Background: an optimization exercise with open tools, aiming at a short achievable clock period and few clock cycles. Do not read the settings as production practice.
The RTL was checked by simulation tests, not by an equivalence proof against the original design.
Power figures rest on the tool's default switching activity, not on a simulated workload.

===== flow/config.mk =====
export PLATFORM = sky130hd
export DESIGN_NAME = yarisc_core
export DESIGN_NICKNAME = yarisc_core
export VERILOG_FILES = /design/flow/design.v
export SDC_FILE = /design/flow/constraint.sdc
export NUM_CORES = 4
export LEC_CHECK = 0
export CAP_MARGIN = 20
export CORE_MARGIN = 2
export CORE_UTILIZATION = 40
export PLACE_DENSITY = 0.6
export SETUP_SLACK_MARGIN = 4
export SLEW_MARGIN = 20

===== flow/constraint.sdc =====
create_clock -name core_clock -period 8.0 [get_ports {clk}]
set_input_delay 1.6000 -clock core_clock [delete_from_list [all_inputs] [get_ports {clk}]]
set_output_delay 1.6000 -clock core_clock [all_outputs]
set_load 0.01 [all_outputs]

===== flow/design.v =====
module yarisc_core (
    input  wire        clk,
    input  wire        rst,           
    output wire        mem_req,
    output wire        mem_we,
    output wire [15:0] mem_addr,
    output wire [15:0] mem_wdata,
    input  wire        mem_ready,
    input  wire [15:0] mem_rdata,     
    output wire        halted,
    output wire        panicked,
    output wire [1:0]  panic_code,    
    input  wire [3:0]  dbg_sel,
    output wire [15:0] dbg_data
);
    localparam integer LN = 6;                  
    localparam integer N  = 1 << LN;
    localparam integer TW = 15 - LN;            
    localparam integer WB = 6;                  
    localparam [5:0] OP_MOV = 6'h01, OP_LDR = 6'h02, OP_STR = 6'h04,
                     OP_ADD = 6'h10, OP_ADC = 6'h11, OP_JMP = 6'h2A,
                     OP_JCC = 6'h2C, OP_NOP = 6'h3E, OP_HLT = 6'h3F;
    localparam [1:0] P_INVALID = 2'd1, P_MEMACCESS = 2'd2, P_NONZERO = 2'd3;
    localparam [1:0] PK_NONE = 2'd0, PK_READ = 2'd1, PK_STORE = 2'd2;
    localparam integer PD_L2 = 0;     
    localparam integer PD_J  = 1;     
    localparam integer PD_C  = 2;     
    localparam integer PD_M7 = 3;     
    localparam integer PD_BK = 4;     
    localparam integer PD_WF = 5;     
    localparam integer PD_BR = 6;     
    localparam integer PD_BI = 7;     
    localparam integer PDW   = 8;
    function [16:0] add16(input [15:0] a, input [15:0] b, input cin);
        reg [15:0] g, p, gg, pq;
        integer k, j;
        begin
            g  = a & b;
            p  = a ^ b;
            gg = g;
            pq = p;
            gg[0] = g[0] | (p[0] & cin);
            for (k = 1; k < 16; k = k * 2)
                for (j = 15; j >= k; j = j - 1) begin
                    gg[j] = gg[j] | (pq[j] & gg[j - k]);
                    pq[j] = pq[j] & pq[j - k];
                end
            add16[0] = p[0] ^ cin;
            for (j = 1; j < 16; j = j + 1)
                add16[j] = p[j] ^ gg[j - 1];
            add16[16] = gg[15];
        end
    endfunction
    function ltu(input [15:0] a, input [15:0] b);
        reg [16:0] s;
        begin
            s   = add16(a, ~b, 1'b1);
            ltu = !s[16];
        end
    endfunction
    function [PDW-1:0] predec(input [15:0] w, input [15:0] a, input [15:0] am2);
        reg [5:0] o;
        reg mv, ld, st, ad, ac, jm, jc, np, hl, two, three, legal, rd7, l2;
        begin
            o  = w[5:0];
            mv = (o == OP_MOV); ld = (o == OP_LDR); st = (o == OP_STR);
            ad = (o == OP_ADD); ac = (o == OP_ADC); jm = (o == OP_JMP);
            jc = (o == OP_JCC); np = (o == OP_NOP); hl = (o == OP_HLT);
            two   = mv | ld | st;
            three = ad | ac;
            legal = two | three | jm | jc | np | hl;
            rd7   = (w[8:6] == 3'd7);
            l2    = ((two | three) & w[15] & w[14]) | ((jm | jc) & w[15]);
            predec[PD_L2] = l2;
            predec[PD_J]  = jm;
            predec[PD_C]  = jc;
            predec[PD_M7] = mv & w[15] & w[14] & rd7;
            predec[PD_BK] = !legal | hl | (three & rd7) | (mv & rd7 & !(w[15] & w[14])) | (ld & rd7);
            predec[PD_WF] = mv | three;
            predec[PD_BR] = ltu({{10{w[13]}}, w[13:9], 1'b0}, a);
            predec[PD_BI] = ltu(w, am2);
        end
    endfunction
    reg [15:0] regs [0:6];            
    reg [15:0] ip;                    
    reg        flag_c;
    reg [15:0] zres;                  
    reg        halt_r, panic_r;
    reg [1:0]  pcode;
    wire       flag_z = (zres == 16'h0000);
    reg [N-1:0]   cv;
    reg [TW-1:0]  ctag [0:N-1];
    reg [15:0]    cdat [0:N-1];
    reg [PDW-1:0] cpd  [0:N-1];
    reg [15:0] fa;
    reg [1:0]  pk;
    reg        mwe;
    reg [15:0] wd;
    reg [15:0] pp;                    
    reg [15:0] pcf;
    reg        fblk;                  
    reg        ev;
    reg [15:0] eir, eimm, enip;
    reg        ept;                   
    reg        efp;                   
    reg        ewf;                   
    reg [15:0] edal;                  
    reg        rpv;
    reg [15:0] rpc;
    reg        lw;
    reg [15:0] la, lnip;
    reg [2:0]  lrd;
    reg        lbad;
    reg        spv;
    reg        sp_halt;
    reg [1:0]  sp_code;
    wire sbp   = (pk == PK_STORE);
    wire pfill = (pk == PK_READ) && mem_ready;
    wire [15:0]   pcf2 = add16(pcf, 16'd2, 1'b0);
    wire [15:0]   pcf4 = add16(pcf, 16'd4, 1'b0);
    wire [LN-1:0] i0 = pcf[LN:1];
    wire [LN-1:0] i1 = pcf2[LN:1];
    wire c0 = cv[i0] && (ctag[i0] == pcf[15:LN+1]);
    wire c1 = cv[i1] && (ctag[i1] == pcf2[15:LN+1]);
    wire [15:0]    w0 = cdat[i0];
    wire [15:0]    w1 = cdat[i1];
    wire [PDW-1:0] p0 = cpd[i0];
    wire [PDW-1:0] p1 = cpd[i1];
    wire [1:0]  f_m    = {flag_z, flag_c} & w0[7:6];
    wire        f_tk   = w0[14] ? (f_m == 2'b00) : (f_m != 2'b00);
    wire        f_pred = (w0[7:6] == 2'b00) ? w0[14] :
                         !(ev && ewf) ? f_tk :
                         w0[15] ? p1[PD_BI] : p0[PD_BR];
    wire        f_take = p0[PD_J] | (p0[PD_C] & f_pred) | p0[PD_M7];
    wire [15:0] f_tgt  = w0[15] ? w1 :
                         p0[PD_J] ? {{6{w0[14]}}, w0[14:6], 1'b0} :
                                    {{10{w0[13]}}, w0[13:9], 1'b0};
    wire [15:0] f_nip  = p0[PD_L2] ? pcf4 : pcf2;
    wire [15:0] f_next = f_take ? f_tgt : f_nip;
    wire [5:0] op    = eir[5:0];
    wire       sel   = eir[15];
    wire       loc   = eir[14];
    wire       as_b  = eir[13];
    wire [2:0] f_op0 = eir[8:6];
    wire [2:0] f_op1 = eir[11:9];
    wire [2:0] f_op2 = eir[14:12];
    wire [15:0] simm = {{12{eir[12]}}, eir[12:9]};
    wire is_mov = (op == OP_MOV);
    wire is_ldr = (op == OP_LDR);
    wire is_str = (op == OP_STR);
    wire is_add = (op == OP_ADD);
    wire is_adc = (op == OP_ADC);
    wire is_jmp = (op == OP_JMP);
    wire is_jcc = (op == OP_JCC);
    wire is_nop = (op == OP_NOP);
    wire is_hlt = (op == OP_HLT);
    wire two_op   = is_mov | is_ldr | is_str;
    wire three_op = is_add | is_adc;
    wire legal    = two_op | three_op | is_jmp | is_jcc | is_nop | is_hlt;
    reg [15:0] mbz;
    always @(*) begin
        mbz = 16'h0000;
        if (two_op) begin
            if (!sel)      mbz = 16'h7000;
            else if (!loc) mbz = 16'h2000;
            else           mbz = 16'h3E00;
        end else if (three_op) begin
            if (sel && loc) mbz = 16'h1000;
        end else if (is_jmp) begin
            if (sel) mbz = 16'h7FC0;
        end else if (is_jcc) begin
            mbz = sel ? 16'h3F00 : 16'h0100;
        end else if (is_nop || is_hlt) begin
            mbz = 16'hFFC0;
        end
    end
    wire bad_bits = |(eir & mbz);
    function [15:0] rd_reg(input [2:0] idx);
        rd_reg = (idx == 3'd7) ? enip : regs[idx];
    endfunction
    reg [15:0] opb, opc;
    always @(*) begin
        opb = 16'h0000;
        opc = 16'h0000;
        if (two_op) begin
            if (!sel)      opb = rd_reg(f_op1);
            else if (!loc) opb = simm;
            else           opb = eimm;
        end else begin
            if (!sel) begin
                opb = rd_reg(f_op1);
                opc = rd_reg(f_op2);
            end else if (!loc) begin
                if (!as_b) begin opb = simm;           opc = rd_reg(f_op0); end
                else       begin opb = rd_reg(f_op0);  opc = simm;          end
            end else begin
                if (!as_b) begin opb = eimm;           opc = rd_reg(f_op1); end
                else       begin opb = rd_reg(f_op1);  opc = eimm;          end
            end
        end
    end
    wire [16:0] sum     = add16(opb, opc, is_adc & flag_c);
    wire        wr_alu  = is_mov | three_op;
    wire [15:0] alu_res = is_mov ? opb : sum[15:0];
    wire [15:0] jmp_target = sel ? eimm : {{6{eir[14]}}, eir[14:6], 1'b0};
    wire [15:0] jcc_target = sel ? eimm : {{10{eir[13]}}, eir[13:9], 1'b0};
    wire [1:0]  jcc_m      = {flag_z, flag_c} & eir[7:6];
    wire        jcc_taken  = eir[14] ? (jcc_m == 2'b00) : (jcc_m != 2'b00);
    wire [15:0]   dal  = edal;                    
    wire [15:0]   da   = sel ? dal : regs_b;      
    wire [15:0]   regs_b = rd_reg(f_op1);
    wire [15:0]   dlk  = lw ? la : dal;           
    wire [LN-1:0] id   = dlk[LN:1];
    wire          dch  = cv[id] && (ctag[id] == dlk[15:LN+1]);
    wire          dsf  = sbp && (fa[15:1] == dlk[15:1]);
    wire          dpf  = pfill && (fa[15:1] == dlk[15:1]);
    wire [15:0]   ddat = dsf ? wd : dch ? cdat[id] : mem_rdata;
    wire          dhit = dsf || dch;
    wire [15:0]   st_val = rd_reg(f_op0);
    wire e_run  = ev && !lw && !spv && !halt_r && !panic_r;
    wire e_fp   = e_run && efp;
    wire e_inv  = e_run && !efp && !legal;
    wire e_ok   = e_run && !efp && legal;
    wire e_mem  = e_ok && (is_ldr || is_str);
    wire e_odd  = e_mem && da[0];
    wire e_st   = e_ok && is_str && !da[0] && !sbp;       
    wire e_ld   = e_ok && is_ldr && !da[0];
    wire e_ldh  = e_ld && sel && dhit && !bad_bits;       
    wire e_ldw  = e_ld && !(sel && dhit && !bad_bits);    
    wire e_alu  = e_ok && wr_alu;
    wire e_jcc  = e_ok && is_jcc;
    wire e_adv  = e_ok && !(is_str && sbp);
    wire l_done = lw && (dhit || dpf);
    wire e_redir_alu = e_alu && (f_op0 == 3'd7) && !(is_mov && sel && loc);
    wire e_redir_ld  = e_ldh && (f_op0 == 3'd7);
    wire e_redir_jcc = e_jcc && (jcc_taken != ept);
    wire l_redir     = l_done && (lrd == 3'd7);
    wire redir = rpv || e_redir_jcc;
    wire [15:0] redir_pc = rpv ? rpc : jcc_taken ? jcc_target : enip;
    wire e_stop_now = e_fp || e_inv || e_odd ||
                      (e_adv && (bad_bits || is_hlt) && !is_ldr);
    wire e_stop_cm  = e_stop_now;
    wire l_stop     = l_done && lbad;
    wire [1:0] e_stop_code = (e_fp || e_odd) ? P_MEMACCESS : e_inv ? P_INVALID : P_NONZERO;
    wire       e_stop_halt = !(e_fp || e_inv || e_odd) && !bad_bits && is_hlt;
    wire [15:0] e_stop_ip  = (e_fp || e_inv || e_odd) ? enip :
                             (wr_alu && f_op0 == 3'd7) ? alu_res :
                             is_jmp ? jmp_target :
                             (is_jcc && jcc_taken) ? jcc_target : enip;
    wire stopping = spv || halt_r || panic_r;
    wire e_accept = !ev || e_adv;
    wire f_conf   = (sbp && (fa[15:1] == pcf[15:1] || fa[15:1] == pcf2[15:1])) ||
                    (e_st && (da[15:1] == pcf[15:1] || da[15:1] == pcf2[15:1]));
    wire f_can    = !fblk && !redir && !stopping && !e_stop_now && !l_stop && e_accept;
    wire f_go     = f_can && !pcf[0] && c0 && (!p0[PD_L2] || c1) && !f_conf;
    wire f_pgo    = f_can && pcf[0];
    wire f_miss0  = !fblk && !stopping && !pcf[0] && !c0 && !(pfill && fa == pcf);
    wire f_miss1  = !fblk && !stopping && !pcf[0] && c0 && p0[PD_L2] && !c1 && !(pfill && fa == pcf2);
    assign mem_req    = (pk != PK_NONE);
    assign mem_we     = mwe;
    assign mem_addr   = fa;
    assign mem_wdata  = wd;
    assign halted     = halt_r;
    assign panicked   = panic_r;
    assign panic_code = pcode;
    assign dbg_data   = dbg_sel[3] ? {14'h0000, flag_z, flag_c} :
                        (dbg_sel[2:0] == 3'd7) ? ip : regs[dbg_sel[2:0]];
    wire        pp_adv = pfill && (fa == pp);
    wire [15:0] pp2    = add16(pp, 16'd2, 1'b0);
    wire [15:0] pp_n   = pp_adv ? pp2 : pp;
    wire [15:0] d_a    = add16(pp, ~pcf, 1'b1);
    wire [15:0] d_b    = add16(pp2, ~pcf, 1'b1);
    wire        pp_in  = pp_adv ? (d_b[15:WB] == 0) : (d_a[15:WB] == 0);
    wire        pp_bh  = pp_adv ? d_b[15] : d_a[15];
    wire [15:0]    fill_d  = sbp ? wd : mem_rdata;
    wire [15:0]    fa_m2   = add16(fa, 16'hFFFE, 1'b0);
    wire [PDW-1:0] fill_pd = predec(fill_d, fa, fa_m2);
    task automatic wr_reg(input [2:0] idx, input [15:0] val);
        if (idx != 3'd7) regs[idx] <= val;
    endtask
    integer i;
    always @(posedge clk) begin
        if (rst) begin
            for (i = 0; i < 7; i = i + 1)
                regs[i] <= 16'h0000;
            ip      <= 16'h0000;
            flag_c  <= 1'b0;
            zres    <= 16'h0001;
            halt_r  <= 1'b0;
            panic_r <= 1'b0;
            pcode   <= 2'd0;
            cv      <= {N{1'b0}};
            fa      <= 16'h0000;
            pk      <= PK_READ;
            mwe     <= 1'b0;
            wd      <= 16'h0000;
            pp      <= 16'h0000;
            pcf     <= 16'h0000;
            fblk    <= 1'b0;
            ev      <= 1'b0;
            eir     <= 16'h0000;
            eimm    <= 16'h0000;
            enip    <= 16'h0000;
            ept     <= 1'b0;
            efp     <= 1'b0;
            ewf     <= 1'b0;
            lw      <= 1'b0;
            la      <= 16'h0000;
            lnip    <= 16'h0000;
            lrd     <= 3'd0;
            lbad    <= 1'b0;
            edal    <= 16'h0000;
            rpv     <= 1'b0;
            rpc     <= 16'h0000;
            spv     <= 1'b0;
            sp_halt <= 1'b0;
            sp_code <= 2'd0;
        end else begin
            if (mem_ready && pk != PK_NONE) begin
                cv[fa[LN:1]]   <= 1'b1;
                ctag[fa[LN:1]] <= fa[15:LN+1];
                cdat[fa[LN:1]] <= fill_d;
                cpd[fa[LN:1]]  <= fill_pd;
            end
            if (e_alu) begin
                wr_reg(f_op0, alu_res);
                zres <= alu_res;
                if (three_op) flag_c <= sum[16];
            end
            if (e_ld) begin
                wr_reg(f_op0, ddat);
                la   <= da;
                lrd  <= f_op0;
                lnip <= enip;
                lbad <= bad_bits;
            end
            if (e_ldw) lw <= 1'b1;
            if (lw) wr_reg(lrd, ddat);
            if (l_done) lw <= 1'b0;
            rpv <= e_redir_alu || e_redir_ld || l_redir;
            rpc <= e_alu ? alu_res : ddat;
            if (e_stop_cm) begin
                ip <= e_stop_ip;
                if (!sbp && !e_st) begin
                    if (e_stop_halt) halt_r <= 1'b1;
                    else begin panic_r <= 1'b1; pcode <= e_stop_code; end
                end else begin
                    spv     <= 1'b1;
                    sp_halt <= e_stop_halt;
                    sp_code <= e_stop_code;
                end
            end
            if (l_stop) begin
                ip <= (lrd == 3'd7) ? ddat : lnip;
                panic_r <= 1'b1;
                pcode   <= P_NONZERO;
            end
            if (spv && !sbp) begin
                spv <= 1'b0;
                if (sp_halt) halt_r <= 1'b1;
                else begin panic_r <= 1'b1; pcode <= sp_code; end
            end
            if (redir) begin
                pcf  <= redir_pc;
                fblk <= 1'b0;
                ev   <= 1'b0;
            end else if (f_go) begin
                pcf  <= f_next;
                fblk <= p0[PD_BK];
                ev   <= 1'b1;
                eir  <= w0;
                eimm <= w1;
                enip <= f_nip;
                ept  <= f_pred;
                efp  <= 1'b0;
                ewf  <= p0[PD_WF];
                edal <= w0[14] ? w1 : {{12{w0[12]}}, w0[12:9]};
            end else if (f_pgo) begin
                fblk <= 1'b1;
                ev   <= 1'b1;
                efp  <= 1'b1;
                ewf  <= 1'b0;
                enip <= pcf;
            end else if (e_adv || e_stop_now) begin
                ev <= 1'b0;
            end
            pp <= pp_n;
            if (e_st) begin
                fa  <= da;
                wd  <= st_val;
                mwe <= 1'b1;
                pk  <= PK_STORE;
            end else if (sbp && !mem_ready) begin
            end else begin
                mwe <= 1'b0;
                if (stopping || e_stop_cm) begin
                    pk <= PK_NONE;
                end else if (e_ld && !e_ldh) begin
                    fa <= da;
                    pk <= PK_READ;
                end else if (lw && !l_done) begin
                    fa <= la;
                    pk <= PK_READ;
                end else if (f_miss0) begin
                    fa <= pcf;
                    if (!pp_in) pp <= pcf;
                    pk <= PK_READ;
                end else if (f_miss1) begin
                    fa <= pcf2;
                    if (!pp_in) pp <= pcf2;
                    pk <= PK_READ;
                end else if (pp_in) begin
                    fa <= pp_n;
                    pk <= PK_READ;
                end else if (pp_bh) begin
                    fa <= pcf;
                    pp <= pcf;
                    pk <= PK_READ;
                end else begin
                    pk <= PK_NONE;
                end
            end
        end
    end
endmodule

===== flow/run.sh =====
#!/bin/bash
# synth_recipe.tcl (not shown) runs the flow's synth.tcl, then flattens the netlist and writes it again
# the make line also repeats each setting of config.mk as NAME=value (left out here)
make -C /OpenROAD-flow-scripts/flow DESIGN_CONFIG=/design/flow/config.mk WORK_HOME=/design/flow/orfs CLKGATE_MAP_FILE= SYNTH_SCRIPT=/design/flow/synth_recipe.tcl finish

==> notes.md <==
critical path, stage by stage (launching register included):
cell       delay (ns)
dfxtp_2          0.37
ha_4             0.18
nand3_4          0.22
xnor2_4          0.38
buf_6            0.24
buf_4            0.28
buf_4            0.22
mux2i_1          0.23
a32oi_1          0.13
and3_1           0.24
nor4_2           0.38
a31oi_4          0.21
o41a_4           0.58
or3_4            0.38
a211oi_4         0.21
buf_6            0.16
buf_12           0.17
buf_12           0.13
clkbuf_16        0.15
mux2i_1          0.18
nor2_1           0.05
placed cells by master, fill, tap and decap left out, drive strengths merged, types with 31 or more instances in the layout:
cell type      netlist  layout
a21oi              400     400
xnor2              141     141
mux2                53      59
mux2i              341     341
dfxtp              325     325
nor4                45      45
nand2              810     813
buf                433     998
mux4              1528    1529
nand4               57      57
nor3                82      82
clkbuf             459     346
clkdlybuf4s50        0      43
bufbuf               0      32
nor2              1003    1003
a31oi              112     112
o21bai              96      96
and2                46      46
edfxtp            2224    2224
bufinv               0      31
a311oi              48      48
a221oi              52      52
nor2b               43      43
ha                  80      80
inv                109     122
o22ai              242     242
clkinv              12     123
xor2                58      58
a22oi              164     164
nand3              257     258
nand2b              38      42
and3                74      74
o211ai             106     106
a211oi             115     115
diode                0      43
o21ai              442     443
metrics by stage:
step / setup slack [ns] / instances
after CTS: 2.884 / 15730
after global routing: 2.749 / 15840
after detailed placement: 1.359 / 14740
after floorplan: 2.332 / 10360
after global placement: 1.266 / 14730
final: 2.721 / 15880
repair_timing:
action / CTS / global route
resized for setup: 1040 / 453
setup buffers: 398 / 101
setup endpoints to repair: 2274 / 1100
pin swaps: 271 / 227
hold buffers: 0 / 0
gates cloned: 83 / 10
final timing paths:
check / start / end / slack (ns)
hold reg to reg: lnip[11] / lnip[11] / 0.46
setup / recovery: pcf[2] / eimm[4] / 2.72
setup reg to reg: pcf[2] / eimm[4] / 2.72
hold / removal: lnip[11] / lnip[11] / 0.46
area by class of cell:
class,instances,area (sq um),area share (%)
Sequential cell,2549,73450,42.27
Multi-Input combinational cell,6816,70770,40.73
Timing Repair Buffer,1093,13710,7.890
Clock buffer,337,7453,4.289
Tap cell,4751,5944,3.421
Clock inverter,173,1810,1.042
Inverter,121,520.5,0.2995
Antenna cell,43,107.6,0.06193
registers in the layout (all words and copies together) (netlist names), 64 cells and up, named ones only:
signal  cells
cdat     1024
cpd       512
ctag      576
cv         64
regs      128
routing by layer:
layer | track usage [%] | routed length, microns | vias to the layer above
met3 | 14.26 | 108800 | 2763
met1 | 44.38 | 221000 | 58520
met5 | 0 | 428 | -
met2 | 50.46 | 277000 | 11010
li1 | - | - | 43070
met4 | 23.43 | 54950 | 38
power breakdown:
group	internal [W]	switching (W)	total (W)
clock network	0.00770	0.00580	0.0135
registers	0.0147	0.000154	0.0149
logic	0.00158	0.00246	0.00403
total	0.0240	0.00841	0.0324
kinds of logic (layout without fill, tap and decap cells):
logic type	after synthesis	count (layout)
adder cells (fa/ha/maj)	82	82
XOR/XNOR	199	199
flip-flops	2549	2549
buffers and inverters	1016	1724
other	1	59
multiplexers	1922	1929
AO/OA/AOI/OAI	2035	2036
AND/OR/NAND/NOR	2545	2554
==> results.json <==
{
  "die_x_microns": 603.1,
  "drive_above_1_share_pct": 34.86,
  "synth-xor-area-share_pct": 1.230,
  "cp-end-kind": "register",
  "cts_sinks": 2549,
  "worstHoldPathType": "register to register",
  "synthMuxAreaShare_pct": 26.83,
  "grt_start_max_net_pins": 108,
  "die-area_sq_um": 363700,
  "synth_area_leaders": "edfxtp_1 (47%), mux4_2 (24%), dfxtp_1 (4.5%)",
  "yosys.cell_types.count": 108,
  "wl_microns": 662200,
  "status": "complete, no violations",
  "cts.path.max_buffers": 4,
  "finalSetupViolations": 0,
  "ant_nets": 0,
  "grt.overflow.total": 0,
  "synth.most_common_cell": "edfxtp_1",
  "power_density_nw_per_um2": 186.5,
  "worst_pin_slew_ns": 1.249,
  "htreeDepth": 5,
  "nNetsFinal": 10970,
  "synth_edf_count": 2224,
  "rsz0062_at_grt": "yes",
  "finalCriticalPeriod_ns": 5.279,
  "setup_tns_ns": 0,
  "hold_violations": 0,
  "gp_congestion": 0.9952,
  "synth_top_area_share_pct": 46.52,
  "cts-root-buf": "clkbuf_16",
  "clk_pin_slew_worst_paths_ns": 0.06,
  "total_power_w": 0.03241,
  "start_kind": "register",
  "ir_worst_vdd_mv": 0.2004,
  "grt_pass1_vias": 108100,
  "synth_simple_gate_area_share_pct": 7.751,
  "stdcell_area_sq_um": 173800,
  "routedWlPerCell_microns": 41.69,
  "utilization_pct": 48.74,
  "synth_fa_ha_area_share_pct": 0.7252,
  "grt_usage_pct": 35.42,
  "synth_top_family_by_area": "multiplexers",
  "syn_to_final_growth_pct": 21.05,
  "synth_compound_area_share_pct": 9.218,
  "critPathKind": "register to register",
  "yosysWarnings": 1,
  "holdPathStages": 2,
  "portBuffers": 76,
  "leakagePower_nw": 55.06,
  "placed_area_sq_um": 151600,
  "cp_data_required_time_ns": 8.82,
  "synth_cells": 10350,
  "cp_max_fo": 12,
  "drv_slew": 0,
  "post-route-period-util_pct": 65.98,
  "drv_cap": 0,
  "vias": 115400,
  "syn_area_sq_um": 143500,
  "fill_cells": 29770,
  "timing.fmax_mhz": 189.4,
  "antenna_found_initial": 51,
  "viasPerCell": 7.265,
  "hpwl_microns": 381000,
  "rr_worst_depth": 20,
  "ys_seq_area_share_pct": 51.06,
  "synth_area_per_cell_sq_um": 13.87,
  "hold_slack_ns": 0.4572,
  "ys_async_sr_fraction_pct": 0,
  "io_pins": 77,
  "critPathArrivalTime_ns": 6.10,
  "worst_skew_pair.late_latency_ns": 0.99,
  "slew_headroom_pct": 16.20,
  "post-route-drc-count": 0,
  "drt-initial-drc-count": 21130,
  "rows": 219,
  "core_area_sq_um": 356500,
  "synth_common_cells": "edfxtp_1 (2,224), mux4_2 (1,505), nor2_1 (1,002), nand2_1 (808), clkbuf_1 (459)",
  "ys_ff_latch": 2549,
  "first_pass_iters": 13,
  "cts_tree": "built",
  "synth-main-ff-cell": "edfxtp_1",
  "cts-buffers-inserted": 283,
  "start_util_pct": 40.27,
  "grt_pass1_wl_microns": 897400,
  "yosys.area.top_type": "edfxtp_1",
  "skew_ns": 0.05592,
  "die_y_microns": 603.1
}
Testbench counts, summed over its fixed seeds: cycles 52,961.

==> separate check: timing with driven ports <==
Ports are ideal in the flow. The routed layout listed here was re-timed in OpenROAD. Step 1 sets driving cells, clkbuf_16 on the clock port and buf_2 on the other inputs (assumed; they add their load-dependent delay and slew). Step 2 times the ports against the registers' clock, not the clock port: input delays grow and output delays shrink by t, the midpoint of the rising clock arrivals with the driver on. a / b / c = no drivers / after step 1 / after step 2; a / b = the first two.
t (ns): 1.054
slack for setup (ns): 2.721 / 2.721 / 2.251
worst setup path at the end: input to register
pins driven straight from the clock port: 1
After both steps setup and hold are still met in this run. The setup slack of this run moves by 0.000 ns with the drivers and by -0.470 ns with both steps.
